What follows belongs to an exercise in optimizing a design on an open flow for small area and few clock cycles; a production flow would make more cautious choices.
Only simulation tests tie the RTL to the original design; equivalence was not proved.
Power figures rest on the tool's default switching activity, not on a simulated workload.

==> design/flow/design.v <==
module pqc_out (
    input  wire        clk,
    input  wire        rst,
    input  wire        enq_valid,
    input  wire [15:0] enq_func,
    input  wire [15:0] enq_dev,
    input  wire [2:0]  enq_n,         
    input  wire [63:0] enq_data,      
    output wire        enq_full,
    input  wire        cmd_valid,
    input  wire        cmd_kind,
    input  wire [35:0] cmd_data,
    output wire        cmd_ready,
    output wire        wr_valid,
    output wire        wr_word,
    output wire [15:0] wr_data,
    input  wire        wr_ready,
    output wire [35:0] status,
    output wire        irq,
    output wire        irq_live
);
    localparam NS = 31;                 
    localparam SW = 99;                 
    reg [SW-1:0] st [0:NS-1];
    reg [NS-1:0] v;                     
    wire deq;
    wire q_full = &v;
    assign enq_full = q_full;
    wire enq_ok = enq_valid && !q_full;
    wire q_empty = !v[0];               
    wire [NS-1:0] free;
    assign free[0] = !v[0] || deq;
    genvar g;
    generate
        for (g = 1; g < NS; g = g + 1) begin : g_free
            assign free[g] = !v[g] || free[g-1];
        end
    endgenerate
    wire [NS-1:0] take;
    generate
        for (g = 0; g < NS - 1; g = g + 1) begin : g_take
            assign take[g] = v[g+1] && free[g];
        end
    endgenerate
    assign take[NS-1] = enq_ok;
    always @(posedge clk) begin
        if (rst)
            v <= {NS{1'b0}};
        else
            v <= take | (v & ~free);
    end
    integer i;
    always @(posedge clk) begin
        for (i = 0; i < NS - 1; i = i + 1)
            if (take[i])
                st[i] <= st[i+1];
        if (take[NS-1])
            st[NS-1] <= {enq_func, enq_dev, enq_n, enq_data};
    end
    wire [SW-1:0] h = st[0];
    wire [63:0] h_data = h[63:0];
    wire [2:0]  h_n    = h[66:64];
    wire [15:0] h_dev  = h[82:67];
    wire [15:0] h_func = h[98:83];
    wire [4:0]  h_cnt  = {h_n, 1'b0} + 5'd8;
    reg        d10, db10, sind, reld, pie;
    reg [2:0]  pia;
    reg        irq_r;
    reg        ann;         
    reg        annw;        
    reg        snd;         
    reg        hdr;         
    reg [4:0]  p;           
    reg [3:0]  b;           
    wire dw_pend   = cmd_valid && cmd_kind;
    wire can_start = !q_empty && !snd && !annw;
    wire ann_cond  = !q_empty && !ann && !db10 && !sind && !snd && !dw_pend;
    wire ann_act   = annw || ann_cond;
    assign cmd_ready = !cmd_kind || can_start;
    wire take_cw = cmd_valid && !cmd_kind;
    wire take_dw = dw_pend && can_start;
    reg [7:0] cur_byte;
    always @(*) begin
        case (p[3:0])
            4'd1:  cur_byte = hdr ? 8'd10 : {3'd0, h_cnt};
            4'd2:  cur_byte = {h_func[15] | hdr, h_func[14:8]};
            4'd3:  cur_byte = h_func[7:0];
            4'd4:  cur_byte = h_dev[15:8];
            4'd5:  cur_byte = h_dev[7:0];
            4'd8:  cur_byte = hdr ? 8'd0 : h_data[15:8];
            4'd9:  cur_byte = hdr ? {4'd0, h_n, 1'b0} : h_data[7:0];
            4'd10: cur_byte = h_data[31:24];
            4'd11: cur_byte = h_data[23:16];
            4'd12: cur_byte = h_data[47:40];
            4'd13: cur_byte = h_data[39:32];
            4'd14: cur_byte = h_data[63:56];
            4'd15: cur_byte = h_data[55:48];
            default: cur_byte = 8'd0;
        endcase
    end
    assign wr_valid = snd || ann_act;
    assign wr_word  = !snd;
    assign wr_data  = snd ? {8'h00, cur_byte} : {11'd0, h_cnt};
    assign status = {13'd0, sind, 1'b0, 1'b0, 1'b0, reld, 4'd0,
                     1'b0, 3'd0, db10, 1'b0, 1'b0, 1'b0, d10, 1'b0, pie, pia};
    assign irq      = irq_r;
    assign irq_live = irq_r && pie && (pia != 3'd0);
    wire [11:0] budget = cmd_data[11:0];
    wire        bud0   = (budget == 12'd0);
    wire [4:0]  p_inc  = p + 5'd1;
    wire        p_end  = (p == h_cnt);                     
    wire        last   = hdr  ? (p[3:0] == 4'd9) :
                         sind ? (p_inc == h_cnt || b == 4'd1) :
                                (p_inc == h_cnt);
    wire        byte_t = snd && wr_ready;
    wire        fin    = byte_t && last;
    assign deq = (fin && !hdr && (!sind || p_inc == h_cnt)) ||
               (take_dw && sind && p_end);
    always @(posedge clk) begin
        if (rst) begin
            d10      <= 1'b0;
            db10     <= 1'b0;
            sind     <= 1'b0;
            reld     <= 1'b0;
            pie      <= 1'b0;
            pia      <= 3'd0;
            irq_r    <= 1'b0;
            ann      <= 1'b0;
            annw     <= 1'b0;
            snd      <= 1'b0;
            hdr      <= 1'b0;
            p        <= 5'd0;
            b        <= 4'd0;
        end else begin
            if (take_cw) begin
                if (cmd_data[4]) begin
                    pie <= cmd_data[3];
                    pia <= cmd_data[2:0];
                end
                if (cmd_data[5])  d10  <= 1'b0;
                if (cmd_data[9])  db10 <= 1'b0;
                if (cmd_data[12]) reld <= 1'b0;
                if (cmd_data[11]) reld <= 1'b1;
                irq_r <= (d10 && !cmd_data[5]) || (db10 && !cmd_data[9]);
            end
            if (ann_act) begin
                if (wr_ready) begin
                    annw  <= 1'b0;
                    ann   <= 1'b1;
                    db10  <= 1'b1;
                    irq_r <= 1'b1;
                end else begin
                    annw  <= 1'b1;
                end
            end
            if (take_dw) begin
                irq_r <= 1'b0;
                if (sind) begin
                    b <= (budget > 12'd8) ? 4'd8 : budget[3:0];
                    if (p_end || bud0) begin
                        d10   <= 1'b1;
                        irq_r <= 1'b1;
                        if (p_end) begin
                            sind <= 1'b0;
                            ann  <= 1'b0;
                            p    <= 5'd0;
                        end
                    end else begin
                        snd <= 1'b1;
                    end
                end else begin
                    snd <= 1'b1;
                    hdr <= ({7'd0, h_cnt} > budget);
                    p   <= 5'd0;
                end
            end
            if (byte_t) begin
                p <= p_inc;
                b <= b - 4'd1;
                if (last) begin
                    snd   <= 1'b0;
                    d10   <= 1'b1;
                    irq_r <= 1'b1;
                    if (hdr) begin
                        hdr  <= 1'b0;
                        sind <= 1'b1;
                        p    <= 5'd8;
                    end else if (!sind || p_inc == h_cnt) begin
                        sind <= 1'b0;
                        ann  <= 1'b0;
                        p    <= 5'd0;
                    end
                end
            end
        end
    end
endmodule
==> design/flow/run.sh <==
#!/bin/bash
# synth_recipe.tcl (not shown) runs the flow's synth.tcl, then flattens the netlist and writes it again
# the make line also repeats each setting of config.mk as NAME=value (left out here)
make -C /OpenROAD-flow-scripts/flow DESIGN_CONFIG=/design/flow/config.mk WORK_HOME=/design/flow/orfs CLKGATE_MAP_FILE= SYNTH_SCRIPT=/design/flow/synth_recipe.tcl finish
==> design/flow/config.mk <==
export PLATFORM = sky130hd
export DESIGN_NAME = pqc_out
export DESIGN_NICKNAME = pqc_out
export VERILOG_FILES = /design/flow/design.v
export SDC_FILE = /design/flow/constraint.sdc
export NUM_CORES = 4
export LEC_CHECK = 0
export CAP_MARGIN = 20
export CORE_MARGIN = 2
export CORE_UTILIZATION = 40
export PLACE_DENSITY = 0.6
export SLEW_MARGIN = 20
==> design/flow/constraint.sdc <==
create_clock -name core_clock -period 10.0 [get_ports {clk}]
set_input_delay 2.0000 -clock core_clock [delete_from_list [all_inputs] [get_ports {clk}]]
set_output_delay 2.0000 -clock core_clock [all_outputs]
set_load 0.01 [all_outputs]
==> results of run 1 <==
power breakdown:
| group | switching (mW) | total (mW) | internal, mW |
|---|---|---|---|
| clock network | 4.31 | 11.0 | 6.65 |
| registers | 0.0157 | 14.3 | 14.3 |
| logic | 0.0548 | 0.102 | 0.0469 |
cell usage in the layout, fill, tap and decap left out, types with 8 or more instances in the layout:
master           synthesis  routed
dfxtp_1                 53      53
clkbuf_16                0     324
nor3_1                  14      14
clkbuf_1                26      67
clkinv_1                 0      53
bufinv_16                0      27
nor2_1                  37      37
conb_1                   1      36
a221oi_1                 9       9
clkbuf_8                 0       8
o21ai_0                 19      19
a22oi_1                 17      17
clkinv_2                 0      51
a21oi_1                 48      45
nand4_1                 10      10
nand2_1                 61      61
clkdlybuf4s50_1          0     138
inv_1                   31      30
o21a_4                   0      16
a41oi_1                  9       9
buf_4                   43      42
edfxtp_1              3069    3069
nand3_1                 24      24
a31oi_1                 18      11
nor2b_1                  8       8
ha_1                    10      10
per-stage QoR:
step	setup WS, ns	utilization (%)	instance area [um2]	power, mW
final	3.82	46.6	112000	25.3
after floorplan	1.20	-	96600	14.6
after CTS	3.76	46.6	112000	25.7
after global routing	3.60	46.6	112000	26.3
after detailed placement	4.13	42.5	102000	14.7
after global placement	4.23	42.5	102000	14.6
cell type report:
type                       count  area (um2)  share of cell area (%)
timing repair buffer         181        1700                    1.52
antenna                        4        10.0                 0.00894
tap                         3185        3990                    3.56
clock inverter               143        1380                    1.23
clock buffer                 399        8470                    7.57
sequential                  3122       93200                    83.3
inverter                      31         119                   0.106
multi-input combinational    442        3030                    2.71
flip-flops by register name (all words and copies together) (netlist names), 3 cells and up, named ones only:
register,flops
b,4
p,5
pia,3
st,3069
synthesized netlist by cell type, types with 18 or more instances:
cell and count:
nor2_1 37, inv_1 31, dfxtp_1 53, buf_4 43
edfxtp_1 3069, nand2_1 61, a21oi_1 48, a31oi_1 18
o21ai_0 19, clkbuf_1 26, nand3_1 24
how the worst min path moves through the flow:
| stage | endpoint | slack (ns) | cells after the start |
|---|---|---|---|
| 6_report | st[20][40]$_DFFE_PP_ | 0.37 | 0 |
| 5_1_grt | st[22][64]$_DFFE_PP_ | 0.38 | 0 |
| 4_1_cts | st[21][38]$_DFFE_PP_ | 0.37 | 0 |
| 3_5_place_dp | st[0][12]$_DFFE_PP_ | 0.40 | 0 |
| 3_3_place_gp | st[20][27]$_DFFE_PP_ | 0.40 | 0 |
| 2_1_floorplan | st[0][0]$_DFFE_PP_ | 0.40 | 0 |
per-layer routing:
layer	vias to the layer above	GRT usage, %	wire, um
met1	14926	10.3	41600
met2	664	12.6	46400
met5	-	0	0
met4	0	4.29	4090
met3	318	2.23	5340
li1	15555	-	-
critical path, delay by kind of cell, from the launching register on:
kind / cells / cell delay (ns)
compound gates: 5 / 1.71
buf+inv: 3 / 0.82
flops: 1 / 0.56
fa+ha+maj: 1 / 0.22
kinds of logic after synthesis:
logic type | Yosys count | share of synthesized area, %
mux | 8 | 0.0986
other cells | 1 | 0.00389
simple gates | 195 | 1.03
fa+ha+maj | 10 | 0.130
flops | 3122 | 96.7
buf+inv | 111 | 0.614
xor+xnor | 5 | 0.0454
compound gates | 188 | 1.40
==> qor.csv, run 1 <==
stage,metric,value,unit
sta,fin_tns_setup,0,ns
critical_path,endpoint,wr_data[2],
sta,rsz0062_at_grt,no,
floorplanning,ioPinCount,199,
route,num_vias,31463,
clock_tree,ctsHoldBuffers,0,
clock_tree,post_cts_buffers,0,
place,dp.cells,6961,
final_layout,nNetsFinal,4244,
critical_path,path_cells,inv_1 -> ha_1 -> buf_4 -> a222oi_1 -> o2bb2ai_1 -> a221oi_1 -> o21ai_0 -> o21a_1 -> clkdlybuf4s50_1,
synthesis,synth_flop_cell,edfxtp_1,
final_layout,drive_gt1_share,11.9,%
synthesis,syn_inst,3640,
grt,grt_pass1_vias,31482,
sta,setup_violations,0,
critical_path,start_kind,flip-flop,
route,via_per_inst,4.19,
critical_path,rr_worst_depth,8,
critical_path,criticalPathCategory,flip-flop to output pin,
clock_tree,htreeDepth,5,
place,hpwl,56400,um
floorplanning,die_w,495,um
route,drt-initial-drc-count,1658,
floorplanning,die_area,0.245,mm2
synthesis,synth_seq_cells,3122,
clock_tree,ctsResizeCount,0,
critical_path,slowest_delay,0.95,ns
final_layout,instances_no_fill,7507,
final_layout,area_growth_syn_to_layout,16.1,%
run,cap_violations,0,
critical_path,path_max_fanout,21,
clock_tree,clockBufferDepth,4,
sta,max_slew_margin,23.7,%
floorplanning,start_util,40.2,%
synthesis,post-synth-top-area-cell,edfxtp_1,
synthesis,syn_area,0.0964,mm2
sta,fin_skew,0.0785,ns
critical_path,reg2reg_to,st[18][97]$_DFFE_PP_,
grt,grt_start_max_net_pins,79,
sta,fmax,0.162,GHz
critical_path,critPathRequiredTime,8.00,ns
sta,period_minus_slack,6.18,ns
clock_tree,clock_latency,0.90,ns
grt,overflow,0,
synthesis,yosysWarnings,2,
place,io_buffer_count,139,
synthesis,synth-edff-count,3069,
final_layout,nFillCells,19280,
hold_path,min-delay-start,st[21][40]$_DFFE_PP_,
sta,holdWs,0.368,ns
route,dr.pass1.iters,7,
floorplanning,die_height,495,um
floorplanning,row_count,180,
clock_tree,cts_tree,built,
route,drcViolationCount,0,
power,p_per_area,226,mW/mm2
hold_path,min_path_type,flip-flop to flip-flop,
synthesis,async_flop_share,0,%
critical_path,cp-startpoint,p[0]$_SDFFE_PP0P_,
clock_tree,clockRootBuffer,clkbuf_16,
clock_tree,clk_pin_slew_worst_paths,0.06,ns
synthesis,avgSynthCellArea,26.5,um2
clock_tree,cts.sinks,3122,
critical_path,r2r_start,p[0]$_SDFFE_PP0P_,
sta,maxSlewViolCount,0,
sta,hold_viol,0,
route,drtAntennaViolNets,0,
place,gp_congestion,0.906,
grt,grt_pass1_wl,163000,um
route,wire_per_inst,13.0,um
sta,post-route-period-util,61.8,%
floorplanning,core,0.240,mm2
sta,worstMarginPinSlew,1.14,ns
power,p_leak,34.7,nW
grt,antenna_found_initial,3,
critical_path,worst-r2r-setup-slack,5.46,ns
synthesis,synth_area_leaders,"edfxtp_1 (96%), dfxtp_1 (1.1%), buf_4 (0.33%)",
critical_path,endpoint_kind,output pin,
synthesis,yosysTopAreaCellShare,95.6,%
power,ir_drop,0.000147,V
route,wirelength,97500,um
critical_path,worstPathArrival,4.18,ns
outcome,status,finished clean,
synthesis,ys_types,67,
critical_path,crit_slowest_cell,a222oi_1,
synthesis,ys_seq_area_share,96.7,%
grt,grt_usage,8.07,%
clock_tree,cts-buffers-inserted,315,
Testbench counts, summed over its fixed seeds: cycles 44,371.
==> run 2: changes to the inputs <==
--- a/design/flow/config.mk
+++ b/design/flow/config.mk
@@ -9,4 +9,7 @@
 export CORE_MARGIN = 2
-export CORE_UTILIZATION = 40
-export PLACE_DENSITY = 0.6
+export CORE_UTILIZATION = 60
+export CTS_BUF_LIST = sky130_fd_sc_hd__clkbuf_8
+export CTS_CLUSTER_DIAMETER = 40
+export CTS_CLUSTER_SIZE = 20
+export PLACE_DENSITY = 0.75
 export SLEW_MARGIN = 20
==> run 2 against run 1 <==
Still clean on timing, DRC and antenna. Flip-flop and latch count is the same. Clock skew shrank 0.0065 ns. Fmax is essentially flat. Wire length grew 9.2%. Worst hold slack gained 0.0064 ns. Die area shrank 33%. Sequential share of layout area grew 4.2 points. Synthesized cell count is the same. Critical path type unchanged. Critical endpoint unchanged. Largest cell class unchanged. Highest routed layer unchanged.
==> qor.csv, run 2 <==
stage,metric,value,unit
outcome,status,finished clean,
final_layout,instances_no_fill,6346,
route,via_per_inst,5.06,
clock_tree,post_cts_buffers,0,
critical_path,worstPathArrival,4.19,ns
route,dr.pass1.iters,6,
grt,antenna_found_initial,2,
floorplanning,row_count,147,
floorplanning,core,0.160,mm2
critical_path,r2r_start,p[0]$_SDFFE_PP0P_,
critical_path,critPathRequiredTime,8.00,ns
route,num_vias,32089,
synthesis,synth-edff-count,3069,
final_layout,largest_register_ffs,3069,
place,io_buffer_count,139,
synthesis,synth_seq_cells,3122,
synthesis,yosysTopAreaCellShare,95.6,%
run,cap_violations,0,
synthesis,avgSynthCellArea,26.5,um2
route,drcViolationCount,0,
sta,setup_violations,0,
critical_path,criticalPathCategory,flip-flop to output pin,
synthesis,ys_types,67,
clock_tree,cts-buffers-inserted,275,
sta,worstMarginPinSlew,1.04,ns
power,p_leak,32.9,nW
synthesis,syn_area,0.0964,mm2
synthesis,async_flop_share,0,%
route,drtAntennaViolNets,0,
route,wirelength,106000,um
floorplanning,die_w,405,um
sta,rsz0062_at_grt,no,
sta,post-route-period-util,61.9,%
clock_tree,clockBufferDepth,4,
place,dp.cells,5870,
floorplanning,ioPinCount,199,
grt,grt_pass1_wl,171000,um
place,gp_congestion,0.937,
critical_path,endpoint_kind,output pin,
synthesis,synth.most_common_cell,edfxtp_1,
grt,grt_usage,13.4,%
clock_tree,cts_tree,built,
critical_path,path_max_fanout,15,
clock_tree,clock_latency,1.00,ns
sta,maxSlewViolCount,0,
sta,worst_slack,3.81,ns
final_layout,top_register,st,
final_layout,final_common_cell,edfxtp_1,
power,p_per_area,204,mW/mm2
floorplanning,start_util,60.3,%
critical_path,cp-startpoint,p[0]$_SDFFE_PP0P_,
final_layout,drive_gt1_share,12.6,%
sta,fin_skew,0.0720,ns
sta,max_slew_margin,30.8,%
critical_path,start_kind,flip-flop,
clock_tree,ctsHoldBuffers,0,
floorplanning,die_height,405,um
final_layout,final_cell_mix,"edfxtp_1 (3069), clkbuf_8 (283), clkdlybuf4s50_1 (138)",
grt,grt_pass1_vias,32313,
place,hpwl,59700,um
hold_path,min-delay-start,st[21][45]$_DFFE_PP_,
route,drt-initial-drc-count,2148,
sta,hold_viol,0,
route,wire_per_inst,16.8,um
final_layout,area_growth_syn_to_layout,10.5,%
synthesis,ys_seq_area_share,96.7,%
final_layout,largestRegisters,"st x3069, p x5, b x4",
synthesis,synth_common_cells,"edfxtp_1 (3069), nand2_1 (61), dfxtp_1 (53)",
synthesis,post-synth-top-area-cell,edfxtp_1,
synthesis,syn_inst,3640,
clock_tree,clockRootBuffer,clkbuf_8,
clock_tree,clk_pin_slew_worst_paths,0.10,ns
clock_tree,ctsResizeCount,0,
sta,fin_tns_setup,0,ns
final_layout,nNetsFinal,4212,
hold_path,min_path_type,flip-flop to flip-flop,
synthesis,yosysWarnings,2,
sta,period_minus_slack,6.19,ns
place,post-place-ws,4.44,ns
clock_tree,cts.sinks,3122,
power,ir_drop,0.000201,V
synthesis,synth_area_leaders,"edfxtp_1 (96%), dfxtp_1 (1.1%), buf_4 (0.33%)",
synthesis,synth_flop_cell,edfxtp_1,
sta,fmax,0.162,GHz
grt,grt_start_max_net_pins,63,
power,power.total,21.7,mW
floorplanning,die_area,0.164,mm2
grt,overflow,0,
clock_tree,htreeDepth,5,
[run 2: worst max-delay path, cell delays in order (launching register included)]
cell and delay [ns]:
dfxtp_1 0.59, inv_1 0.12, ha_1 0.48, a222oi_1 0.85
o2bb2ai_1 0.16, a221oi_1 0.27, o21ai_0 0.14, o21a_1 0.15
clkdlybuf4s50_1 0.48
[run 2: per-layer routing]
layer | GRT usage [%] | wire length, um | part of all wire (%)
met5 | 0 | 0 | 0
met4 | 6.73 | 4270 | 4.0
met3 | 2.88 | 5700 | 5.4
met2 | 23.2 | 56500 | 53
met1 | 15.8 | 40000 | 38
[run 2: area by class of cell]
cell class	instances	area (um2)
antenna	1	2.50
clock buffer	283	3890
clock inverter	192	1850
fill	9067	53500
inverter	31	119
multi-input combinational	442	3040
sequential	3122	93200
tap	2086	2610
timing repair buffer	189	1760
[run 2: power breakdown]
group / internal [mW] / switching [mW]
clock network: 3.20 / 4.15
registers: 14.2 / 0.0167
logic: 0.0469 / 0.0528
[run 2: worst paths after layout]
check	slack (ns)	cells after the start	end
setup / recovery	3.81	8	wr_data[2]
hold reg to reg	0.37	0	st[20][45]$_DFFE_PP_
hold / removal	0.37	0	st[20][45]$_DFFE_PP_
setup reg to reg	5.15	8	st[17][19]$_DFFE_PP_
[run 2: metrics by stage]
| step | hold WS [ns] | util (%) | cell area, um2 |
|---|---|---|---|
| 2_1_floorplan | 0.400 | - | 96600 |
| 3_3_place_gp | 0.401 | 63.0 | 101000 |
| 3_5_place_dp | 0.405 | 63.0 | 101000 |
| 4_1_cts | 0.384 | 66.5 | 106000 |
| 5_1_grt | 0.408 | 66.6 | 106000 |
| 6_report | 0.375 | 66.6 | 106000 |
[run 2: logic make-up after synthesis]
kind of cell	share of synthesized area (%)
AND/OR/NAND/NOR	1.03
other	0.00389
AO/OA/AOI/OAI	1.40
flip-flops	96.7
multiplexers	0.0986
XOR/XNOR	0.0454
adder cells (fa/ha/maj)	0.130
buffers and inverters	0.614
==> run 3: changes to the inputs <==
--- a/design/flow/config.mk
+++ b/design/flow/config.mk
@@ -7,2 +7,3 @@
 export LEC_CHECK = 0
+export ABC_AREA = 1
 export CAP_MARGIN = 20
@@ -10,5 +11,5 @@
 export CORE_UTILIZATION = 60
-export CTS_BUF_LIST = sky130_fd_sc_hd__clkbuf_8
-export CTS_CLUSTER_DIAMETER = 40
-export CTS_CLUSTER_SIZE = 20
+export CTS_BUF_LIST = sky130_fd_sc_hd__clkbuf_16
+export CTS_CLUSTER_DIAMETER = 60
+export CTS_CLUSTER_SIZE = 30
 export PLACE_DENSITY = 0.75
==> run 3 against run 2 <==
Clock-buffer cell count down 143. Highest routed layer unchanged. Flip-flop and latch count unchanged. Worst hold slack better by 0.031 ns. Critical endpoint is now wr_data[7]. Wire length up 7.3%. Cell count down 3.5%. Synthesized area down 0.31%. First-iteration DRC count down 0.37%. Still clean on timing, DRC and antenna.
==> qor.csv, run 3 <==
stage,metric,value,unit
synthesis,yosysWarnings,2,
place,dp.cells,5897,
grt,grt_pass1_vias,32415,
critical_path,path_buf_inv,5,
clock_tree,clockBufferDepth,3,
final_layout,final_cell_mix,"edfxtp_1 (3069), clkbuf_16 (140), clkdlybuf4s50_1 (138)",
synthesis,syn_area,0.0961,mm2
synthesis,muxShareOfSynthArea,0,%
power,p_sw_share,18.3,%
hold_path,worstHoldPathCells,0,
power,power_frac_seq,68.0,%
final_layout,top_register,st,
critical_path,critPathRequiredTime,8.00,ns
sta,worst_slack,4.02,ns
power,pwr-share-clk,31.5,%
sta,post-route-period-util,59.8,%
power,p_per_area,200,mW/mm2
grt,grt_pass1_wl,181000,um
sta,setup_violations,0,
route,via_per_inst,5.16,
hold_path,min-delay-start,st[8][54]$_DFFE_PP_,
power,ir_drop,0.000210,V
critical_path,crit_slowest_cell,a221oi_1,
hold_path,min_path_type,flip-flop to flip-flop,
final_layout,drive_gt1_share,7.42,%
grt,grt_usage,14.5,%
synthesis,synth_common_cells,"edfxtp_1 (3069), nand2_1 (103), inv_1 (97)",
place,hpwl,59400,um
sta,rsz0062_at_grt,no,
sta,period_minus_slack,5.98,ns
sta,fmax,0.167,GHz
hold_path,min_delay_worst_endpoint,st[7][54]$_DFFE_PP_,
final_layout,nNetsFinal,4115,
critical_path,worst-r2r-setup-slack,5.37,ns
critical_path,slowest_delay,0.92,ns
outcome,status,finished clean,
critical_path,crit_path_frequent_cell,inv_1,
floorplanning,die_w,404,um
synthesis,ys_seq_area_share,97.0,%
final_layout,area_growth_syn_to_layout,9.01,%
critical_path,crit_family,compound AO/OA/AOI/OAI gates,
route,num_vias,31598,
floorplanning,start_util,60.6,%
sta,worstMarginPinSlew,1.18,ns
floorplanning,ioPinCount,199,
place,gp_congestion,0.958,
final_layout,largestRegisters,"st x3069, p x5, b x4",
clock_tree,post_cts_buffers,0,
final_layout,largest_register_ffs,3069,
power,power_frac_comb,0.5,%
final_layout,final_common_cell,edfxtp_1,
sta,holdWs,0.406,ns
floorplanning,core,0.159,mm2
synthesis,async_flop_share,0,%
final_layout,seq_area,0.0932,mm2
critical_path,endpoint_kind,output pin,
run,cap_violations,0,
route,wire_per_inst,18.6,um
clock_tree,clock_latency,0.79,ns
synthesis,avgSynthCellArea,26.2,um2
synthesis,ys_types,41,
power,p_sw,3.84,mW
synthesis,yosysTopAreaCellShare,95.9,%
critical_path,rr_worst_depth,19,
floorplanning,die_area,0.163,mm2
route,drt-initial-drc-count,2140,
route,wirelength,114000,um
synthesis,synthXorXnorAreaFrac,0.00911,%
place,post-place-ws,3.91,ns
critical_path,path_cells,inv_1 -> ha_1 -> inv_1 -> nor3_1 -> buf_4 -> a32o_1 -> a221oi_1 -> nand4_1 -> nand2_1 -> inv_1 -> clkdlybuf4s50_1,
synthesis,syn_inst,3663,
clock_tree,clockRootBuffer,clkbuf_16,
final_layout,post-route-util,66.0,%
route,drcViolationCount,0,
clock_tree,ctsResizeCount,0,
grt,grt_start_max_net_pins,86,
synthesis,synth-compound-area-share,0.919,%
power,p_leak,32.3,nW
clock_tree,cts-buffers-inserted,137,
clock_tree,clk_pin_slew_worst_paths,0.10,ns
synthesis,synth_area_leaders,"edfxtp_1 (96%), dfxtp_1 (1.1%), nand2_1 (0.40%)",
final_layout,postLayoutCellArea,0.105,mm2
clock_tree,cts_tree,built,
floorplanning,die_height,404,um
synthesis,synth_adder_area_share,0.130,%
final_layout,nFillCells,9325,
critical_path,criticalPathCategory,flip-flop to output pin,
sta,fin_tns_setup,0,ns
synthesis,synth-edff-count,3069,
synthesis,synth_seq_cells,3122,
place,placed_area,0.100,mm2
power,power.total,20.9,mW
sta,maxSlewViolCount,0,
critical_path,reg2reg_to,st[22][32]$_DFFE_PP_,
synthesis,post-synth-top-area-cell,edfxtp_1,
critical_path,cp-startpoint,p[0]$_SDFFE_PP0P_,
sta,hold_viol,0,
sta,fin_skew,0.0410,ns
synthesis,yosys.area_share.simple,1.20,%
floorplanning,row_count,146,
grt,antenna_found_initial,4,
synthesis,synth_top_family_by_area,simple AND/OR/NAND/NOR gates,
clock_tree,ctsHoldBuffers,0,
place,io_buffer_count,139,
power,p_int,17.1,mW
final_layout,multi_input_area,0.00247,mm2
clock_tree,cts.sinks,3122,
critical_path,r2r_start,p[0]$_SDFFE_PP0P_,
critical_path,path_max_fanout,8,
final_layout,instances_no_fill,6127,
grt,overflow,0,
synthesis,synth_flop_cell,edfxtp_1,
route,dr.pass1.iters,5,
clock_tree,htreeDepth,4,
route,drtAntennaViolNets,0,
critical_path,start_kind,flip-flop,
sta,max_slew_margin,21.1,%
critical_path,worstPathArrival,3.98,ns
synthesis,synth.most_common_cell,edfxtp_1,
## run 3: changes by cell type in the layout (fill, tap and decap cells not counted), sizes merged, moves of 9 or more
cell | before | now
nand4 | 11 | 24
clkinv | 68 | 53
a31oi | 18 | 9
o21a | 17 | 2
clkinvlp | 32 | 8
nand2 | 61 | 109
clkbuf | 283 | 140
nor2 | 37 | 61
inv | 110 | 123
a21oi | 48 | 60
a41oi | 9 | 0
buf | 51 | 40
## run 3: cell type report
| class | instances | share of cell area (%) |
|---|---|---|
| inverter | 101 | 0.380 |
| tap | 2072 | 2.47 |
| clock buffer | 140 | 3.34 |
| multi-input combinational | 424 | 2.35 |
| timing repair buffer | 178 | 1.60 |
| antenna | 1 | 0.00239 |
| clock inverter | 89 | 0.878 |
| sequential | 3122 | 89.0 |
## run 3: logic make-up (layout without fill, tap and decap cells)
| group | count (synthesis) | after routing |
|---|---|---|
| AO/OA/AOI/OAI | 141 | 141 |
| other | 1 | 37 |
| buffers and inverters | 152 | 508 |
| AND/OR/NAND/NOR | 236 | 236 |
| adder cells (fa/ha/maj) | 10 | 10 |
| flip-flops | 3122 | 3122 |
| XOR/XNOR | 1 | 1 |
## run 3: how the worst max path moves through the flow
| stage | end | slack [ns] | cells past startpoint |
|---|---|---|---|
| after floorplan | st[21][0]$_DFFE_PP_ | 1.56 | 10 |
| after global placement | st[29][32]$_DFFE_PP_ | 4.19 | 12 |
| after detailed placement | st[22][39]$_DFFE_PP_ | 3.91 | 12 |
| after CTS | wr_data[7] | 4.08 | 11 |
| after global routing | wr_data[0] | 3.80 | 11 |
| final | wr_data[7] | 4.02 | 11 |
## run 3: power groups by stage
stage | Clock (mW) | Sequential (mW) | Combinational [mW]
2_1_floorplan | 0 | 14.5 | 0.0481
3_3_place_gp | 0 | 14.5 | 0.0973
3_5_place_dp | 0 | 14.5 | 0.101
4_1_cts | 6.83 | 14.2 | 0.102
5_1_grt | 7.19 | 14.3 | 0.112
6_report | 6.60 | 14.2 | 0.101
## run 3: per-layer routing
metal / vias to the layer above / global-route usage (%) / wire, um
li1: 14974 / - / -
met1: 15678 / 17.1 / 41800
met2: 728 / 26.7 / 63800
met3: 218 / 2.47 / 5170
met4: 0 / 5.20 / 3520
met5: - / 0 / 0
==> run 4: changes to the inputs <==
--- a/design/flow/config.mk
+++ b/design/flow/config.mk
@@ -7,3 +7,2 @@
 export LEC_CHECK = 0
-export ABC_AREA = 1
 export CAP_MARGIN = 20
==> run 4 against run 3 <==
Critical path depth down 3. Fmax up 1.8%. Highest routed layer unchanged. Flip-flop and latch count unchanged. Still clean on timing, DRC and antenna.
==> qor.csv, run 4 <==
stage,metric,value,unit
sta,fin_tns_setup,0,ns
power,power_frac_seq,67.5,%
critical_path,critPathRequiredTime,8.00,ns
sta,post-route-period-util,58.8,%
route,drtAntennaViolNets,0,
sta,fmax,0.170,GHz
sta,period_minus_slack,5.88,ns
clock_tree,ctsResizeCount,0,
power,p_sw,3.89,mW
sta,holdWs,0.401,ns
final_layout,post-route-util,65.8,%
power,pwr-share-clk,32.1,%
clock_tree,ctsHoldBuffers,0,
synthesis,synth-edff-count,3069,
place,hpwl,59700,um
final_layout,nNetsFinal,4075,
final_layout,largest_register_ffs,3069,
place,gp_congestion,0.937,
clock_tree,cts.sinks,3122,
clock_tree,cts_tree,built,
final_layout,drive_gt1_share,7.71,%
final_layout,final_common_cell,edfxtp_1,
route,wirelength,119000,um
route,via_per_inst,5.24,
synthesis,synth_flop_cell,edfxtp_1,
power,power_frac_comb,0.5,%
critical_path,start_kind,flip-flop,
floorplanning,die_height,405,um
sta,max_slew_margin,26.8,%
grt,grt_pass1_vias,33149,
synthesis,yosysTopAreaCellShare,95.6,%
route,dr.pass1.iters,9,
grt,antenna_found_initial,0,
critical_path,worst-r2r-setup-slack,5.11,ns
power,p_leak,32.2,nW
grt,overflow,0,
synthesis,synth_seq_cells,3122,
hold_path,min_path_type,flip-flop to flip-flop,
sta,rsz0062_at_grt,no,
floorplanning,start_util,60.3,%
clock_tree,clock_latency,0.80,ns
critical_path,worstPathArrival,3.88,ns
clock_tree,htreeDepth,4,
power,p_sw_share,18.4,%
critical_path,criticalPathCategory,flip-flop to output pin,
synthesis,yosysWarnings,2,
run,cap_violations,0,
floorplanning,die_area,0.164,mm2
route,wire_per_inst,19.5,um
power,p_per_area,201,mW/mm2
synthesis,synth_area_leaders,"edfxtp_1 (96%), dfxtp_1 (1.1%), buf_4 (0.33%)",
critical_path,endpoint_kind,output pin,
sta,hold_viol,0,
place,post-place-ws,4.44,ns
synthesis,ys_types,67,
final_layout,top_register,st,
synthesis,syn_area,0.0964,mm2
synthesis,syn_inst,3640,
critical_path,path_max_fanout,15,
floorplanning,core,0.160,mm2
grt,grt_pass1_wl,189000,um
floorplanning,ioPinCount,199,
clock_tree,clockRootBuffer,clkbuf_16,
synthesis,ys_seq_area_share,96.7,%
grt,grt_usage,15.1,%
route,drt-initial-drc-count,2390,
floorplanning,row_count,147,
clock_tree,cts-buffers-inserted,138,
clock_tree,post_cts_buffers,0,
synthesis,synth_common_cells,"edfxtp_1 (3069), nand2_1 (61), dfxtp_1 (53)",
sta,maxSlewViolCount,0,
sta,fin_skew,0.0413,ns
floorplanning,die_w,405,um
final_layout,area_growth_syn_to_layout,9.24,%
grt,grt_start_max_net_pins,63,
clock_tree,clk_pin_slew_worst_paths,0.10,ns
final_layout,nFillCells,9459,
route,drcViolationCount,0,
synthesis,synth.most_common_cell,edfxtp_1,
sta,worst_slack,4.12,ns
outcome,status,finished clean,
power,ir_drop,0.000209,V
synthesis,avgSynthCellArea,26.5,um2
sta,setup_violations,0,
synthesis,async_flop_share,0,%
final_layout,final_cell_mix,"edfxtp_1 (3069), clkbuf_16 (145), clkdlybuf4s50_1 (138)",
clock_tree,clockBufferDepth,3,
sta,worstMarginPinSlew,1.10,ns
place,io_buffer_count,139,
route,num_vias,32008,
power,p_int,17.2,mW
synthesis,post-synth-top-area-cell,edfxtp_1,
final_layout,largestRegisters,"st x3069, p x5, b x4",
run 4: area by class of cell:
cell class / count / area, um2 / area share [%]
clock buffers: 145 / 3630 / 3.44
flip-flops and latches: 3122 / 93200 / 88.5
inverters: 31 / 119 / 0.113
repair buffers: 189 / 1760 / 1.67
clock inverters: 92 / 951 / 0.903
diodes: 1 / 2.50 / 0.00238
well taps: 2086 / 2610 / 2.48
multi-input cells: 442 / 3040 / 2.88
run 4: critical path: stages, from the launching register on:
cell and delay [ns]:
dfxtp_1 0.57, inv_1 0.12, ha_1 0.47, a222oi_1 0.75, o2bb2ai_1 0.15, a221oi_1 0.26, o21ai_0 0.14, o21a_1 0.15
clkdlybuf4s50_1 0.48
run 4: worst paths after layout:
| path | from | endpoint | cells past startpoint |
|---|---|---|---|
| min reg2reg | st[7][30]$_DFFE_PP_ | st[6][30]$_DFFE_PP_ | 0 |
| max | p[0]$_SDFFE_PP0P_ | wr_data[2] | 8 |
| min | st[7][30]$_DFFE_PP_ | st[6][30]$_DFFE_PP_ | 0 |
| max reg2reg | p[0]$_SDFFE_PP0P_ | st[28][80]$_DFFE_PP_ | 7 |
run 4: cell families (layout without fill, tap and decap cells):
logic type               Yosys count  after routing  synth area share (%)
other                              1             37               0.00389
adder cells (fa/ha/maj)           10             10                 0.130
buffers and inverters            111            457                 0.614
XOR/XNOR                           5              5                0.0454
multiplexers                       8              8                0.0986
AO/OA/AOI/OAI                    188            188                  1.40
AND/OR/NAND/NOR                  195            195                  1.03
flip-flops                      3122           3122                  96.7
run 4: power by group through the flow:
stage / Combinational, mW / Sequential (mW) / Clock [mW]
floorplan: 0.0483 / 14.5 / 0
global placement: 0.0967 / 14.5 / 0
detailed placement: 0.100 / 14.5 / 0
CTS: 0.102 / 14.2 / 7.00
global route: 0.111 / 14.3 / 7.35
finish: 0.100 / 14.2 / 6.77
run 4: stage by stage:
stage | instance area, um2 | power [mW] | cells
2_1_floorplan | 96600 | 14.6 | 3675
3_3_place_gp | 101000 | 14.6 | 5870
4_1_cts | 105000 | 21.4 | 6107
3_5_place_dp | 101000 | 14.6 | 5870
6_report | 105000 | 21.1 | 6108
5_1_grt | 105000 | 21.7 | 6107
run 4: routing by layer:
metal | GRT usage, % | part of all wire [%]
met1 | 17.6 | 37
met2 | 28.2 | 56
met3 | 2.68 | 4.5
met4 | 5.28 | 2.9
met5 | 0 | 0
==> run 5: changes to the inputs <==
==> design/flow/flow/run.sh (new file) <==
#!/bin/bash
# Standard ORFS layout, with two changes: the port buffers are the smallest
# buffer cell, and CTS inserts no dummy loads.
set -e
export BUFFER_PORTS_ARGS="-buffer_cell sky130_fd_sc_hd__buf_1"
export CTS_ARGS="-sink_clustering_enable -repair_clock_nets -sink_clustering_size 30 -sink_clustering_max_diameter 60 -buf_list sky130_fd_sc_hd__clkbuf_16 -dont_use_dummy_load"
bash standard.sh > standard_flow.log 2>&1
==> design/flow/standard.sh (new file) <==
#!/bin/bash
# synth_recipe.tcl (not shown) runs the flow's synth.tcl, then flattens the netlist and writes it again
# the make line also repeats each setting of config.mk as NAME=value (left out here)
make -C /OpenROAD-flow-scripts/flow DESIGN_CONFIG=/design/flow/config.mk WORK_HOME=/design/flow/orfs CLKGATE_MAP_FILE= SYNTH_SCRIPT=/design/flow/synth_recipe.tcl "${@:-finish}"
--- a/design/flow/config.mk
+++ b/design/flow/config.mk
@@ -7,2 +7,3 @@
 export LEC_CHECK = 0
+export ABC_AREA = 1
 export CAP_MARGIN = 20
removed: design/flow/run.sh
==> run 5 against run 4 <==
Flip-flop and latch count is the same. Critical endpoint is now wr_data[5]. Clock skew up 0.052 ns. Cell area decreased by 2.3%. Largest cell class unchanged.
==> qor.csv, run 5 <==
stage,metric,value,unit
route,drcViolationCount,0,
final_layout,largestRegisters,"st x3069, p x5, b x4",
route,num_vias,31248,
clock_tree,clockBufferDepth,3,
critical_path,rr_worst_depth,19,
clock_tree,ctsResizeCount,0,
synthesis,synth_seq_cells,3122,
clock_tree,clock_latency,0.79,ns
floorplanning,die_height,404,um
critical_path,r2r_start,p[0]$_SDFFE_PP0P_,
hold_path,min_path_type,flip-flop to flip-flop,
critical_path,crit_slowest_cell,a221oi_1,
grt,antenna_found_initial,3,
sta,fin_tns_setup,0,ns
sta,maxSlewViolCount,0,
clock_tree,cts-buffers-inserted,136,
route,via_per_inst,5.18,
route,drt-initial-drc-count,2284,
final_layout,final_common_cell,edfxtp_1,
floorplanning,die_area,0.163,mm2
sta,post-route-period-util,55.7,%
clock_tree,htreeDepth,4,
synthesis,post-synth-top-area-cell,edfxtp_1,
final_layout,top_register,st,
route,wl_met3,5030,um
critical_path,worst-r2r-setup-slack,5.64,ns
sta,fmax,0.180,GHz
sta,holdWs,0.366,ns
power,power.total,20.2,mW
synthesis,synth.most_common_cell,edfxtp_1,
place,gp_congestion,0.932,
final_layout,nNetsFinal,4115,
route,wirelength,112000,um
critical_path,critPathRequiredTime,8.00,ns
synthesis,syn_area,0.0961,mm2
critical_path,endpoint_kind,output pin,
route,highest-signal-layer,met5,
critical_path,reg2reg_to,st[29][91]$_DFFE_PP_,
critical_path,slowest_delay,0.87,ns
final_layout,final_cell_mix,"edfxtp_1 (3069), buf_1 (138), clkbuf_16 (136)",
synthesis,ys_types,41,
final_layout,area_growth_syn_to_layout,7.06,%
hold_path,worstHoldPathCells,0,
power,p_leak,31.5,nW
critical_path,start_kind,flip-flop,
route,drtAntennaViolNets,0,
floorplanning,ioPinCount,199,
synthesis,synth-edff-count,3069,
final_layout,nFillCells,9498,
clock_tree,cts.sinks,3122,
final_layout,instances_no_fill,6035,
run,cap_violations,0,
power,ir_drop,0.000215,V
final_layout,seq_area,0.0932,mm2
grt,grt_start_max_net_pins,85,
synthesis,ys_seq_area_share,97.0,%
place,io_buffer_count,139,
sta,fin_skew,0.0936,ns
synthesis,synth_area_leaders,"edfxtp_1 (96%), dfxtp_1 (1.1%), nand2_1 (0.40%)",
synthesis,syn_inst,3663,
floorplanning,die_w,404,um
power,p_per_area,196,mW/mm2
sta,rsz0062_at_grt,no,
final_layout,multi_input_area,0.00247,mm2
clock_tree,post_cts_buffers,0,
synthesis,synth_flop_cell,edfxtp_1,
place,dp.cells,5898,
sta,max_slew_margin,25.2,%
clock_tree,ctsHoldBuffers,0,
floorplanning,start_util,60.6,%
grt,grt_usage,14.2,%
synthesis,avgSynthCellArea,26.2,um2
route,dr.pass1.iters,7,
grt,grt_pass1_vias,31916,
clock_tree,clk_pin_slew_worst_paths,0.10,ns
synthesis,yosysTopAreaCellShare,95.9,%
grt,overflow,0,
final_layout,drive_gt1_share,5.88,%
floorplanning,core,0.159,mm2
critical_path,path_cells,inv_1 -> ha_1 -> inv_1 -> nor2_1 -> buf_4 -> a22o_1 -> a221oi_1 -> nand4_1 -> nand2_1 -> inv_1 -> buf_1,
grt,grt_pass1_wl,178000,um
outcome,status,finished clean,
route,wl_met2,62500,um
critical_path,crit_path_frequent_cell,inv_1,
critical_path,cp-startpoint,p[0]$_SDFFE_PP0P_,
synthesis,async_flop_share,0,%
floorplanning,row_count,146,
final_layout,largest_register_ffs,3069,
critical_path,endpoint,wr_data[5],
route,wl_met1,41400,um
sta,worstMarginPinSlew,1.12,ns
sta,hold_viol,0,
clock_tree,cts_tree,built,
sta,period_minus_slack,5.57,ns
sta,setup_violations,0,
clock_tree,clockRootBuffer,clkbuf_16,
critical_path,worstPathArrival,3.57,ns
critical_path,criticalPathCategory,flip-flop to output pin,
place,hpwl,59600,um
route,wire_per_inst,18.6,um
critical_path,path_max_fanout,8,
synthesis,yosysWarnings,2,
synthesis,synth_common_cells,"edfxtp_1 (3069), nand2_1 (103), inv_1 (97)",
-- run 5: worst min-delay path by stage --
stage                               from              endpoint  slack, ns
global placement     st[12][1]$_DFFE_PP_   st[11][1]$_DFFE_PP_       0.40
finish              st[29][91]$_DFFE_PP_  st[28][91]$_DFFE_PP_       0.37
detailed placement   st[1][19]$_DFFE_PP_   st[0][19]$_DFFE_PP_       0.40
floorplan             st[1][0]$_DFFE_PP_    st[0][0]$_DFFE_PP_       0.40
global route        st[28][42]$_DFFE_PP_  st[27][42]$_DFFE_PP_       0.36
CTS                 st[29][35]$_DFFE_PP_  st[28][35]$_DFFE_PP_       0.37
-- run 5: worst max-delay path: cells and delay by family, from the launching register on --
family                   cells  cell delay (ns)
AO/OA/AOI/OAI                2             1.10
buffers and inverters        5             0.57
AND/OR/NAND/NOR              3             0.49
flip-flops                   1             0.47
adder cells (fa/ha/maj)      1             0.22
-- run 5: logic make-up after synthesis --
group / after synthesis / share of synthesized area, %
and+or+nand+nor: 236 / 1.20
buffers and inverters: 152 / 0.761
xor gates and xnor gates: 1 / 0.00911
DFF: 3122 / 97.0
other: 1 / 0.00390
AOI/OAI and AO/OA: 141 / 0.919
adders and majority gates: 10 / 0.130
-- run 5: area by class of cell --
cell class                 instances  share of cell area [%]
multi-input combinational        424                    2.40
antenna                            1                 0.00243
sequential                      3122                    90.6
inverter                         101                   0.387
clock buffer                     136                    3.31
tap                             2072                    2.52
timing repair buffer             179                   0.800
-- run 5: through the flow --
stage	instance area (um2)	setup slack (ns)	util, %
floorplan	96300	1.56	-
global placement	99500	4.60	62.7
detailed placement	99500	4.41	62.7
CTS	103000	4.49	64.8
global route	103000	4.37	64.8
finish	103000	4.43	64.8
-- run 5: per-layer routing --
layer / GRT usage, % / up-vias
met5: 0 / -
met4: 4.71 / 2
met3: 2.48 / 227
li1: - / 14865
met1: 16.8 / 15496
met2: 26.3 / 658
-- run 5: report_power, final --
group          leakage, nW  internal, mW  total, mW  switching, mW
Sequential            28.2          14.2       14.2         0.0178
Combinational         1.65        0.0155     0.0700         0.0545
Clock                 1.68          2.44       5.84           3.40
Total                 31.5          16.7       20.2           3.47
==> run 6: changes to the inputs <==
--- a/design/flow/design.v
+++ b/design/flow/design.v
@@ -22,3 +22,3 @@
     localparam NS = 31;                 
-    localparam SW = 99;                 
+    localparam SW = 97;                 
     reg [SW-1:0] st [0:NS-1];
@@ -51,2 +51,6 @@
     end
+    wire        enq_n4   = enq_n[2];
+    wire [63:0] enq_word = {enq_data[63:50],
+                            enq_n4 ? enq_data[49:48] : enq_n[1:0],
+                            enq_data[47:0]};
     integer i;
@@ -57,3 +61,3 @@
         if (take[NS-1])
-            st[NS-1] <= {enq_func, enq_dev, enq_n, enq_data};
+            st[NS-1] <= {enq_func, enq_dev, enq_n4, enq_word};
     end
@@ -61,5 +65,5 @@
     wire [63:0] h_data = h[63:0];
-    wire [2:0]  h_n    = h[66:64];
-    wire [15:0] h_dev  = h[82:67];
-    wire [15:0] h_func = h[98:83];
+    wire [2:0]  h_n    = h[64] ? 3'd4 : {1'b0, h[49:48]};
+    wire [15:0] h_dev  = h[80:65];
+    wire [15:0] h_func = h[96:81];
     wire [4:0]  h_cnt  = {h_n, 1'b0} + 5'd8;
==> design/flow/run.sh (new file) <==
#!/bin/bash
# synth_recipe.tcl (not shown) runs the flow's synth.tcl, then flattens the netlist and writes it again
# the make line also repeats each setting of config.mk as NAME=value (left out here)
make -C /OpenROAD-flow-scripts/flow DESIGN_CONFIG=/design/flow/config.mk WORK_HOME=/design/flow/orfs CLKGATE_MAP_FILE= SYNTH_SCRIPT=/design/flow/synth_recipe.tcl finish
removed: design/flow/flow/run.sh
removed: design/flow/standard.sh
==> run 6 against run 5 <==
Still clean. Cell area is essentially flat. Utilization grew 1.1 points. Flip-flop and latch count fell by 62. Cell count grew 0.28%. Synthesized area fell by 1.8%. Clock power rose by 12%. Via count is 1.7% lower. Clock-buffer cell count increased by 4. Critical endpoint unchanged. Largest cell class unchanged.
==> qor.csv, run 6 <==
stage,metric,value,unit
clock_tree,ctsHoldBuffers,0,
power,p_per_area,200,mW/mm2
sta,worstMarginPinSlew,1.25,ns
final_layout,area_growth_syn_to_layout,9.15,%
route,wire_per_inst,18.2,um
place,dp.cells,5824,
floorplanning,die_area,0.160,mm2
final_layout,post-route-util,65.9,%
power,p_leak,31.7,nW
synthesis,synth-edff-count,3007,
critical_path,worstPathArrival,4.02,ns
floorplanning,die_height,401,um
critical_path,start_kind,flip-flop,
hold_path,worstHoldPathCells,0,
clock_tree,clock_latency,0.80,ns
synthesis,ys_seq_area_share,96.8,%
synthesis,synth_flop_cell,edfxtp_1,
clock_tree,ctsResizeCount,0,
clock_tree,clk_pin_slew_worst_paths,0.10,ns
power,pwr-share-clk,31.8,%
critical_path,rr_worst_depth,17,
route,wirelength,110000,um
final_layout,largestRegisters,"st x3007, p x5, b x4",
sta,setup_violations,0,
power,p_sw,3.78,mW
hold_path,min_delay_worst_endpoint,st[11][12]$_DFFE_PP_,
sta,rsz0062_at_grt,no,
grt,antenna_found_initial,0,
synthesis,avgSynthCellArea,26.1,um2
sta,fmax,0.166,GHz
final_layout,instances_no_fill,6052,
run,cap_violations,0,
final_layout,drive_gt1_share,7.84,%
synthesis,syn_inst,3611,
synthesis,async_flop_share,0,%
power,power_frac_seq,67.7,%
route,drcViolationCount,0,
sta,holdWs,0.410,ns
sta,hold_viol,0,
clock_tree,cts_tree,built,
synthesis,synth_common_cells,"edfxtp_1 (3007), inv_1 (103), nand2_1 (102)",
sta,period_minus_slack,6.02,ns
hold_path,min_path_type,flip-flop to flip-flop,
route,num_vias,30715,
route,via_per_inst,5.08,
final_layout,largest_register_ffs,3007,
floorplanning,die_w,401,um
route,drtAntennaViolNets,0,
synthesis,yosysTopAreaCellShare,95.7,%
clock_tree,post_cts_buffers,0,
final_layout,final_cell_mix,"edfxtp_1 (3007), clkbuf_16 (140), clkdlybuf4s50_1 (138)",
floorplanning,start_util,60.4,%
grt,grt_pass1_wl,176000,um
synthesis,synth_area_leaders,"edfxtp_1 (96%), dfxtp_1 (1.1%), inv_1 (0.41%)",
synthesis,ys_types,43,
final_layout,nNetsFinal,4055,
synthesis,post-synth-top-area-cell,edfxtp_1,
grt,grt_start_max_net_pins,98,
route,drt-initial-drc-count,2068,
critical_path,reg2reg_to,st[14][37]$_DFFE_PP_,
sta,maxSlewViolCount,0,
final_layout,top_register,st,
place,post-place-ws,4.23,ns
critical_path,path_max_fanout,9,
floorplanning,row_count,145,
place,hpwl,57200,um
clock_tree,htreeDepth,4,
final_layout,postLayoutCellArea,0.103,mm2
final_layout,nFillCells,9180,
critical_path,worst-r2r-setup-slack,5.59,ns
final_layout,antenna_cells,0,
sta,post-route-period-util,60.2,%
clock_tree,cts-buffers-inserted,136,
sta,max_slew_margin,16.5,%
sta,worst_slack,3.98,ns
place,io_buffer_count,139,
floorplanning,core,0.156,mm2
sta,fin_tns_setup,0,ns
sta,fin_skew,0.0443,ns
critical_path,critPathRequiredTime,8.00,ns
grt,overflow,0,
hold_path,min-delay-start,st[12][12]$_DFFE_PP_,
power,ir_drop,0.000198,V
route,dr.pass1.iters,5,
power,p_sw_share,18.3,%
critical_path,r2r_start,p[0]$_SDFFE_PP0P_,
critical_path,endpoint_kind,output pin,
clock_tree,cts.sinks,3060,
grt,grt_pass1_vias,31891,
power,power_frac_comb,0.5,%
grt,grt_usage,14.1,%
clock_tree,clockBufferDepth,3,
place,gp_congestion,0.828,
final_layout,final_common_cell,edfxtp_1,
synthesis,synth_seq_cells,3060,
floorplanning,ioPinCount,199,
critical_path,criticalPathCategory,flip-flop to output pin,
power,p_int,16.8,mW
outcome,status,finished clean,
synthesis,synth.most_common_cell,edfxtp_1,
clock_tree,clockRootBuffer,clkbuf_16,
synthesis,yosysWarnings,2,
power,power.total,20.6,mW
place,placed_area,0.0985,mm2
synthesis,syn_area,0.0944,mm2
run 6: cell types whose count changed in the layout (fill, tap and decap cells not counted), moves of 10 or more:
cell,change
inv_1,+21
edfxtp_1,-62
inv_6,+11
clkinv_4,+10
clkinv_2,+12
clkdlybuf4s50_1,+138
buf_1,-138
run 6: worst max-delay path by stage:
stage	from	to	slack, ns	cells past startpoint
2_1_floorplan	cmd_valid	st[12][0]$_DFFE_PP_	1.78	11
3_3_place_gp	cmd_valid	st[14][37]$_DFFE_PP_	4.41	14
3_5_place_dp	cmd_valid	st[14][37]$_DFFE_PP_	4.23	14
4_1_cts	flip-flop	enq_full	3.89	7
5_1_grt	flip-flop	enq_full	3.77	7
6_report	p[0]$_SDFFE_PP0P_	wr_data[5]	3.98	11
run 6: final cells by class:
cell class	count	area, um2	share of cell area [%]
multi-input cells	425	2510	2.44
repair buffers	173	1660	1.61
well taps	2058	2570	2.50
flip-flops and latches	3060	91400	88.7
clock buffers	140	3500	3.40
clock inverters	88	956	0.928
inverters	108	432	0.419
run 6: kinds of logic (layout without fill, tap and decap cells):
logic type | after synthesis | after routing | synth area share, %
flip-flops | 3060 | 3060 | 96.8
XOR/XNOR | 2 | 2 | 0.0186
other | 1 | 36 | 0.00397
adder cells (fa/ha/maj) | 10 | 10 | 0.133
buffers and inverters | 161 | 509 | 0.851
AO/OA/AOI/OAI | 141 | 141 | 0.940
multiplexers | 2 | 2 | 0.0239
AND/OR/NAND/NOR | 234 | 234 | 1.21
run 6: power groups by stage:
stage / sequential (mW) / clock [mW] / combinational [mW]
3_3_place_gp: 14.3 / 0 / 0.0952
2_1_floorplan: 14.3 / 0 / 0.0481
3_5_place_dp: 14.3 / 0 / 0.0991
4_1_cts: 14.0 / 6.78 / 0.0999
5_1_grt: 14.0 / 7.14 / 0.109
6_report: 14.0 / 6.56 / 0.0986
run 6: worst max-delay path: stages (launching register included):
cell and delay (ns):
dfxtp_1 0.53, inv_1 0.12, ha_1 0.22, inv_1 0.11, nor3_1 0.07, buf_4 0.20
a32o_1 0.21, a221oi_1 0.96, nand4_1 0.18, nand2_1 0.11, inv_1 0.05, clkdlybuf4s50_1 0.49
run 6: routing by layer:
layer | up-vias | part of all wire [%] | track usage [%] | routed length [um]
li1 | 14736 | - | - | -
met1 | 15235 | 37 | 16.3 | 40400
met2 | 572 | 57 | 26.5 | 62500
met3 | 172 | 3.8 | 2.62 | 4160
met4 | 0 | 2.7 | 4.76 | 2990
met5 | - | 0 | 0 | 0
Testbench counts of run 6, summed over its fixed seeds: cycles 44,371.
==> run 7: changes to the inputs <==
==> design/flow/flow/run.sh (new file) <==
#!/bin/bash
# Standard ORFS layout, with two changes: the port buffers are the smallest
# buffer cell, and CTS inserts no dummy loads.
set -e
export BUFFER_PORTS_ARGS="-buffer_cell sky130_fd_sc_hd__buf_1"
export CTS_ARGS="-sink_clustering_enable -repair_clock_nets -sink_clustering_size 33 -sink_clustering_max_diameter 40 -buf_list sky130_fd_sc_hd__clkbuf_16 -dont_use_dummy_load"
bash standard.sh > standard_flow.log 2>&1
==> design/flow/standard.sh (new file) <==
#!/bin/bash
# synth_recipe.tcl (not shown) runs the flow's synth.tcl, then flattens the netlist and writes it again
# the make line also repeats each setting of config.mk as NAME=value (left out here)
make -C /OpenROAD-flow-scripts/flow DESIGN_CONFIG=/design/flow/config.mk WORK_HOME=/design/flow/orfs CLKGATE_MAP_FILE= SYNTH_SCRIPT=/design/flow/synth_recipe.tcl "${@:-finish}"
removed: design/flow/run.sh
==> run 7 against run 6 <==
Wire length increased by 13%. Clock skew increased by 0.064 ns. Cell count about the same. Largest power group unchanged. Global-route usage increased by 1.9 points.
==> qor.csv, run 7 <==
stage,metric,value,unit
final_layout,postLayoutCellArea,0.103,mm2
critical_path,r2r_start,st[0][64]$_DFFE_PP_,
hold_path,min-delay-start,st[5][89]$_DFFE_PP_,
power,p_sw_share,17.7,%
clock_tree,clockRootBuffer,clkbuf_16,
sta,period_minus_slack,5.93,ns
floorplanning,start_util,60.4,%
sta,rsz0062_at_grt,no,
critical_path,path_max_fanout,6,
power,p_int,18.0,mW
floorplanning,die_area,0.160,mm2
grt,use_met3,2.82,%
clock_tree,ctsResizeCount,0,
final_layout,final_cell_mix,"edfxtp_1 (3007), clkbuf_16 (231), buf_1 (138)",
synthesis,ys_seq_area_share,96.8,%
outcome,status,finished clean,
clock_tree,clock_latency,0.82,ns
synthesis,yosysWarnings,2,
route,drt-initial-drc-count,2129,
route,num_vias,31948,
place,gp_congestion,0.892,
clock_tree,cts-buffers-inserted,231,
critical_path,rr_worst_depth,16,
floorplanning,row_count,145,
synthesis,synth-edff-count,3007,
critical_path,slowest_delay,0.85,ns
grt,grt_start_max_net_pins,98,
sta,maxSlewViolCount,0,
critical_path,criticalPathCategory,flip-flop to output pin,
place,io_buffer_count,139,
final_layout,final_common_cell,edfxtp_1,
synthesis,synth_common_cells,"edfxtp_1 (3007), inv_1 (103), nand2_1 (102)",
critical_path,path_cells,inv_1 -> nor3_1 -> nand2_1 -> nor3_1 -> nand3_1 -> inv_1 -> buf_1,
place,hpwl,58500,um
sta,worst_slack,4.07,ns
floorplanning,die_w,401,um
synthesis,post-synth-top-area-cell,edfxtp_1,
power,power_frac_comb,0.3,%
clock_tree,htreeDepth,4,
final_layout,largest_register_ffs,3007,
power,ir_drop,0.000191,V
sta,post-route-period-util,59.3,%
synthesis,yosysTopAreaCellShare,95.7,%
floorplanning,core,0.156,mm2
hold_path,min_path_type,flip-flop to flip-flop,
route,dr.pass1.iters,5,
grt,overflow,0,
synthesis,syn_inst,3611,
hold_path,worstHoldPathCells,0,
final_layout,largestRegisters,"st x3007, p x5, b x4",
sta,fin_skew,0.108,ns
power,p_per_area,212,mW/mm2
grt,grt_usage,16.0,%
hold_path,min_delay_worst_endpoint,st[4][89]$_DFFE_PP_,
critical_path,endpoint_kind,output pin,
critical_path,path_buf_inv,3,
sta,setup_violations,0,
synthesis,synth.most_common_cell,edfxtp_1,
grt,antenna_found_initial,2,
power,power_frac_seq,63.9,%
sta,worstMarginPinSlew,1.22,ns
power,p_sw,3.88,mW
grt,grtUsageMet2,30.7,%
final_layout,drive_gt1_share,8.41,%
synthesis,syn_area,0.0944,mm2
clock_tree,ctsHoldBuffers,0,
final_layout,post-route-util,66.2,%
route,wirelength,124000,um
synthesis,synth_seq_cells,3060,
route,via_per_inst,5.28,
final_layout,top_register,st,
route,drtAntennaViolNets,0,
route,drcViolationCount,0,
grt,grt_use_met1,18.0,%
power,pwr-share-clk,35.8,%
clock_tree,clk_pin_slew_worst_paths,0.08,ns
power,power.total,21.9,mW
place,placed_area,0.0976,mm2
place,dp.cells,5824,
grt,grt_pass1_vias,34395,
grt,grt_pass1_wl,197000,um
final_layout,nNetsFinal,4150,
sta,max_slew_margin,19.0,%
clock_tree,post_cts_buffers,0,
route,wire_per_inst,20.5,um
synthesis,synth_area_leaders,"edfxtp_1 (96%), dfxtp_1 (1.1%), inv_1 (0.41%)",
power,p_leak,32.0,nW
critical_path,worstPathArrival,3.93,ns
grt,grt.busiest_layer,met2,
synthesis,synth_flop_cell,edfxtp_1,
clock_tree,cts.sinks,3060,
floorplanning,die_height,401,um
critical_path,critPathRequiredTime,8.00,ns
critical_path,reg2reg_to,st[14][42]$_DFFE_PP_,
final_layout,instances_no_fill,6055,
sta,holdWs,0.358,ns
critical_path,worst-r2r-setup-slack,5.47,ns
synthesis,ys_types,43,
final_layout,area_growth_syn_to_layout,9.63,%
final_layout,antenna_cells,0,
place,post-place-ws,4.59,ns
sta,fin_tns_setup,0,ns
clock_tree,cts_tree,built,
critical_path,start_kind,flip-flop,
sta,hold_viol,0,
clock_tree,clockBufferDepth,3,
critical_path,crit_family,simple AND/OR/NAND/NOR gates,
synthesis,async_flop_share,0,%
synthesis,avgSynthCellArea,26.1,um2
run,cap_violations,0,
sta,fmax,0.169,GHz
floorplanning,ioPinCount,199,
critical_path,crit_slowest_cell,nor3_1,
-- run 7: changes by cell type in the layout (fill, tap and decap cells not counted), moves of 11 or more --
cell / before / now
clkdlybuf4s50_1: 138 / 0
inv_6: 11 / 0
buf_1: 0 / 138
inv_1: 104 / 88
clkbuf_16: 140 / 231
-- run 7: cells by family (layout without fill, tap and decap cells) --
kind of cell,Yosys count,after routing,share of synthesized area [%]
other,1,36,0.00397
adders and majority gates,10,10,0.133
and+or+nand+nor,234,234,1.21
AOI/OAI and AO/OA,141,141,0.940
muxes,2,2,0.0239
xor gates and xnor gates,2,2,0.0186
DFF,3060,3060,96.8
buffers and inverters,161,512,0.851
-- run 7: layout make-up --
class / instances / area (um2)
clock buffers: 231 / 5780
fillers: 9135 / 52800
inverters: 108 / 432
multi-input cells: 425 / 2510
flip-flops and latches: 3060 / 91400
well taps: 2058 / 2570
repair buffers: 173 / 796
-- run 7: worst reg2reg max path, cell delays in order, from the launching register on --
cell and delay [ns]:
edfxtp_1 0.65, inv_8 0.20, nand2_4 0.09, inv_2 0.08, nand2_1 0.05, a21oi_1 0.18
nand3_2 0.13, nor2_1 0.18, nand2_1 0.14, nand2_1 0.10, inv_2 0.09, nand2_4 0.14
nor2_4 0.12, nand3_1 0.18, inv_1 0.16, a21oi_4 0.74, buf_4 0.80
-- run 7: power groups by stage --
stage          Sequential [mW]  Combinational (mW)  Clock [mW]
2_1_floorplan             14.3              0.0481           0
3_3_place_gp              14.3              0.0644           0
3_5_place_dp              14.3              0.0685           0
4_1_cts                   14.0              0.0698        8.09
5_1_grt                   14.0              0.0789        8.46
6_report                  14.0              0.0693        7.84
-- run 7: worst max path at each step --
stage	from	to	cells past startpoint
floorplan	cmd_valid	st[12][0]$_DFFE_PP_	11
global placement	cmd_valid	st[14][37]$_DFFE_PP_	14
detailed placement	cmd_kind	st[14][42]$_DFFE_PP_	14
CTS	flip-flop	enq_full	7
global route	flip-flop	enq_full	7
finish	flip-flop	enq_full	7
-- run 7: per-layer routing --
| layer | routed length (um) | up-vias |
|---|---|---|
| met5 | 0 | - |
| met4 | 3090 | 0 |
| met3 | 4790 | 244 |
| met2 | 71900 | 740 |
| met1 | 44500 | 16118 |
| li1 | - | 14846 |
==> run 8: changes to the inputs <==
==> design/flow/flow/run.sh (replaced) <==
#!/bin/bash
# Standard ORFS layout, with two changes: the port buffers are the smallest
# buffer cell, and CTS inserts no dummy loads.
set -e
export BUFFER_PORTS_ARGS="-buffer_cell sky130_fd_sc_hd__buf_1"
export CTS_ARGS="-sink_clustering_enable -repair_clock_nets -sink_clustering_size 34 -sink_clustering_max_diameter 60 -buf_list sky130_fd_sc_hd__clkbuf_16 -dont_use_dummy_load"
bash standard.sh > standard_flow.log 2>&1
--- a/design/flow/config.mk
+++ b/design/flow/config.mk
@@ -10,3 +10,3 @@
 export CORE_MARGIN = 2
-export CORE_UTILIZATION = 60
+export CORE_UTILIZATION = 75
 export CTS_BUF_LIST = sky130_fd_sc_hd__clkbuf_16
@@ -14,3 +14,3 @@
 export CTS_CLUSTER_SIZE = 30
-export PLACE_DENSITY = 0.75
+export PLACE_DENSITY = 0.9
 export SLEW_MARGIN = 20
==> run 8 against run 7 <==
The flow now stops in clock tree synthesis (4_1_cts). Synthesized cell count unchanged. Synthesized area did not move.
==> qor.csv, run 8 <==
stage,metric,value,unit
synthesis,yosysTopAreaCellShare,95.7,%
floorplanning,die_w,359,um
synthesis,syn_area,0.0944,mm2
clock_tree,cts-buffers-inserted,138,
synthesis,synth_seq_cells,3060,
clock_tree,clockBufferDepth,3,
synthesis,synth_flop_cell,edfxtp_1,
clock_tree,post_cts_buffers,0,
floorplanning,ioPinCount,199,
synthesis,synth_area_leaders,"edfxtp_1 (96%), dfxtp_1 (1.1%), inv_1 (0.41%)",
synthesis,avgSynthCellArea,26.1,um2
clock_tree,clockRootBuffer,clkbuf_16,
place,post-place-ws,4.38,ns
synthesis,synth-edff-count,3007,
place,gp_congestion,0.885,
synthesis,post-synth-top-area-cell,edfxtp_1,
floorplanning,row_count,130,
clock_tree,ctsHoldBuffers,0,
synthesis,syn_inst,3611,
clock_tree,ctsResizeCount,0,
synthesis,yosysWarnings,2,
clock_tree,htreeDepth,4,
floorplanning,start_util,75.3,%
clock_tree,cts.sinks,3060,
place,dp.cells,5415,
synthesis,synth.most_common_cell,edfxtp_1,
synthesis,synth_common_cells,"edfxtp_1 (3007), inv_1 (103), nand2_1 (102)",
outcome,status,aborted with a tool error,
floorplanning,die_height,359,um
outcome,haltStage,clock tree synthesis (4_1_cts),
synthesis,async_flop_share,0,%
synthesis,ys_types,43,
synthesis,ys_seq_area_share,96.8,%
outcome,tool.error,[ERROR DPL-0033] detailed placement checks failed during check placement.,
place,io_buffer_count,139,
place,hpwl,90300,um
==> run 8: cell counts after synthesis <==
No cell type changed its count.
==> run 8: kinds of logic after synthesis <==
family                   Yosys count  share of synthesized area (%)
AO/OA/AOI/OAI                    141                          0.940
XOR/XNOR                           2                         0.0186
adder cells (fa/ha/maj)           10                          0.133
buffers and inverters            161                          0.851
flip-flops                      3060                           96.8
multiplexers                       2                         0.0239
other                              1                        0.00397
AND/OR/NAND/NOR                  234                           1.21
==> run 8: how the worst max path moves through the flow <==
stage | end | slack [ns] | cells after the start
2_1_floorplan | st[12][0]$_DFFE_PP_ | 1.78 | 11
3_3_place_gp | st[14][42]$_DFFE_PP_ | 4.83 | 14
3_5_place_dp | st[28][52]$_DFFE_PP_ | 4.38 | 14
==> run 8: power groups by stage <==
| stage | registers (mW) | clock network (mW) | logic (mW) |
|---|---|---|---|
| 3_5_place_dp | 14.3 | 0 | 0.0715 |
| 3_3_place_gp | 14.3 | 0 | 0.0620 |
| 2_1_floorplan | 14.3 | 0 | 0.0481 |
==> run 8: through the flow <==
step                power [mW]  hold WS (ns)  util (%)  area, um2
floorplan                 14.3         0.400         -      94500
global placement          14.3         0.401      77.5      97100
detailed placement        14.3         0.405      77.5      97100

-- static timing again, ports no longer ideal --
In the flow no input, the clock included, has a driving cell. The finished layouts below were timed again as built, in two steps.
Step 1 sets driving cells, clkbuf_16 on the clock port and buf_2 on the other inputs (assumed; they add their load-dependent delay and slew).
Step 2 also shifts input and output timing later by t, the mid clock arrival at the registers, as if the neighbouring blocks saw the same clock.
Slacks: ideal / step 1 / step 2; pairs: ideal / step 1.
| run | t (ns) | setup slack, ns | worst hold slack (ns) | clock arrival spread, ns | worst slew at a driven data input, ns |
|---|---|---|---|---|---|
| run 1 | 0.940 | 3.815 / 3.735 / 4.102 | 0.368 / 0.368 / 0.368 | 0.080 / 0.080 | 0.06 |
| run 2 | 1.028 | 3.813 / 3.739 / 4.350 | 0.375 / 0.375 / 0.375 | 0.087 / 0.086 | 0.06 |
| run 3 | 0.841 | 4.016 / 3.944 / 3.790 | 0.406 / 0.406 / 0.406 | 0.041 / 0.041 | 0.05 |
| run 4 | 0.865 | 4.120 / 4.035 / 4.285 | 0.401 / 0.401 / 0.401 | 0.041 / 0.041 | 0.06 |
| run 5 | 0.827 | 4.434 / 4.352 / 4.347 | 0.366 / 0.366 / 0.366 | 0.094 / 0.094 | 0.05 |
| run 6 | 0.847 | 3.980 / 3.901 / 4.143 | 0.410 / 0.410 / 0.410 | 0.060 / 0.059 | 0.06 |
| run 7 | 0.860 | 4.074 / 3.994 / 4.407 | 0.358 / 0.358 / 0.358 | 0.140 / 0.140 | 0.05 |
After both steps setup and hold are still met in every run listed. The setup slack of run 3, which loses most, moves by -0.072 ns with the drivers and by -0.226 ns with both steps.
